This design comes from an exercise in tuning for small area, a short achievable clock period and few clock cycles per item on the open sky130 flow, not from production work. Function was checked by simulation only, so behaviour that the tests miss may differ from the original.

==> inputs of v1 <==
==> flow/design.v (excerpt) <==
module dxt_codec (
    input  wire         clk,
    input  wire         rst,
    input  wire         in_valid,
    output wire         in_ready,
    input  wire [2:0]   in_op,
    input  wire [511:0] in_data,
    output wire         out_valid,
    input  wire         out_ready,
    output wire [511:0] out_data
);
clock: 20.0 ns
lec_check: 0
cap_margin: 20
core_margin: 2
core_utilization: 30
place_density: 0.45
setup_slack_margin: 5
slew_margin: 20
run.sh (not shown) runs the stock make flow with config.mk's settings and CLKGATE_MAP_FILE= SYNTH_SCRIPT=/design/flow/synth_recipe.tcl, a recipe that flattens the netlist after the stock synthesis.
==> v30 (differences from v1) <==
==> flow/flow/run.sh (new file) <==
#!/bin/bash
# Own layout flow: the standard ORFS flow with two changes. Synthesis maps
# the logic with the ABC script in flow/abc.script, and the layout's timing repair aims for the setup
# slack margin in flow/margin.txt (the clock and constraints are unchanged). The registers must come out exactly as in the standard
# synthesis (same names and cell types); run.sh checks this and falls back to
# the standard netlist if they do not.
set -uo pipefail
D=$(pwd)
P=${FLOW_PLATFORM:-sky130hd}
MK=(make -C "$FLOW_HOME" DESIGN_CONFIG="$D/config.mk" CLKGATE_MAP_FILE=)

# 1. the standard synthesis, for reference
"${MK[@]}" WORK_HOME="$D/orfs_std" SYNTH_SCRIPT="$D/synth_recipe.tcl" synth > "$D/synth_standard.log" 2>&1 \
  || { echo "standard synthesis failed"; exit 1; }
STD="$D/orfs_std/results/$P/dxt_codec/base/1_2_yosys.v"

# 2. this flow's synthesis, in the layout's work folder
export OWN_ABC_SCRIPT="$D/flow/abc.script"
"${MK[@]}" WORK_HOME="$D/orfs" SYNTH_SCRIPT="$D/flow/own_synth.tcl" synth > "$D/synth_own.log" 2>&1 \
  || { echo "own synthesis failed"; exit 1; }
OWN="$D/orfs/results/$P/dxt_codec/base/1_2_yosys.v"

regs() { python3 "$D/flow/regs.py" "$1"; }
if ! cmp -s <(regs "$STD") <(regs "$OWN"); then
  echo "register sets differ; using the standard netlist"
  diff <(regs "$STD") <(regs "$OWN") | head -20
  cp "$STD" "$OWN"
  touch "$OWN"
fi

# 4. the rest of the standard flow on that netlist, as standard.sh runs it
#    but with the repair margin
M=$(cat "$D/flow/margin.txt")
"${MK[@]}" WORK_HOME="$D/orfs" SYNTH_SCRIPT="$D/synth_recipe.tcl" SETUP_SLACK_MARGIN="$M" MAX_REPAIR_ANTENNAS_ITER_DRT=12 finish > "$D/layout.log" 2>&1 \
  || { echo "layout failed"; tail -20 "$D/layout.log"; exit 1; }
F="$D/orfs/results/$P/dxt_codec/base/6_final.odb"
: # left out here: write the final layout as DEF
==> flow/flow/abc.script (new file) <==
strash
&get -n
&st
&syn2
&if -g -K 6
&synch2
&nf
&put
strash
dch
map -D 1000 -a
topo
upsize -c
dnsize -c
==> flow/flow/margin.txt (new file) <==
12
==> flow/flow/own_synth.tcl (new file) <==
# The standard synthesis (synth_recipe.tcl) with one change: the final ABC
# mapping uses the script named by OWN_ABC_SCRIPT.
proc synth {args} { yosys synth -nofsm -noshare {*}$args }
proc abc {args} {
  set i [lsearch -exact $args -script]
  if {$i >= 0} { lset args [expr {$i + 1}] $::env(OWN_ABC_SCRIPT) }
  yosys abc {*}$args
}
source $::env(SCRIPTS_DIR)/synth.tcl
# left out here: clear keep_hierarchy, flatten, clean up, hide names made inside functions, write 1_2_yosys.v
==> flow/flow/regs.py (new file) <==
# Lists a netlist's flip-flops and latches as "instance cell-type" (drive
# strength dropped).
import re, sys
txt = open(sys.argv[1]).read()
out = []
for cell, inst in re.findall(r"\b(sky130_fd_sc_hd__(?:e?s?df\w*?|dl[xr]\w*?|dlclk\w*?))_\d+\s+(\\?\S+)\s*\(", txt):
    out.append(f"{inst} {cell}")
print("\n".join(sorted(out)))
==> flow/standard.sh (new file) <==
#!/bin/bash
# synth_recipe.tcl (not shown) runs the flow's synth.tcl, then flattens the netlist and writes it again
# the make line also repeats each setting of config.mk as NAME=value (left out here)
make -C /OpenROAD-flow-scripts/flow DESIGN_CONFIG=/design/flow/config.mk WORK_HOME=/design/flow/orfs CLKGATE_MAP_FILE= SYNTH_SCRIPT=/design/flow/synth_recipe.tcl "${@:-finish}"
Settings changed: CORE_UTILIZATION 30 to 25, PLACE_DENSITY 0.45 to 0.35, SETUP_SLACK_MARGIN 5 to not set.
removed: flow/run.sh
==> comparison table <==
metric                                                                    v30                  v1
Outcome                                               complete, no violations     failed layout checks
Layout check failures                                                       -  antenna violations
Number of nets with antenna violations after routing                        0                   1
Max-slew headroom at the worst pin                                      14.0%               10.4%
Metal3 WL                                                          236,000 um          187,000 um
Maximum single-stage delay on the critical path                       0.60 ns             0.70 ns
Total routed wirelength                                          1,970,000 um        1,610,000 um
Postcts setup bufs                                                      1,677                  14
Post_cts resized                                                        6,622                  45
Count of nets after finishing                                          41,800              35,100
Nets in the synthesized netlist                                        36,800              34,900
Clock skew after layout                                             0.0989 ns           0.0952 ns
Number of global-route vias before repair                             281,000             249,000
Data required time at the worst endpoint                             20.70 ns            20.75 ns
Placeable core area                                            1,010,000 um^2        913,000 um^2
Detailed route wirelength on metal2                                792,000 um          652,000 um
Number of core rows                                                       370                 351
Area of all sequential standard cells                             49,800 um^2         49,800 um^2
Die height                                                            1010 um              961 um
Testbench counts of v1, summed over its fixed seeds: cycles 4,024, items 4,000.
Testbench counts of v30, summed over its fixed seeds: cycles 4,024, items 4,000.

==> re-timing with driven ports <==
Ports are ideal in the flow. The routed layouts listed here were re-timed in OpenROAD.
Step 1, drivers: a clkbuf_16 drives clk and a buf_2 each remaining input, both assumed.
Step 2 also shifts input and output timing later by t, the mid clock arrival at the registers, as if the neighbouring blocks saw the same clock.
a / b / c = no drivers / after step 1 / after step 2; a / b = the first two.
run | t (ns) | slack for setup (ns) | cell pins on the clock port's net
v1 | 1.155 | 5.678 / 5.678 / 5.678 | 1
v30 | 1.157 | 8.701 / 8.701 / 8.701 | 1
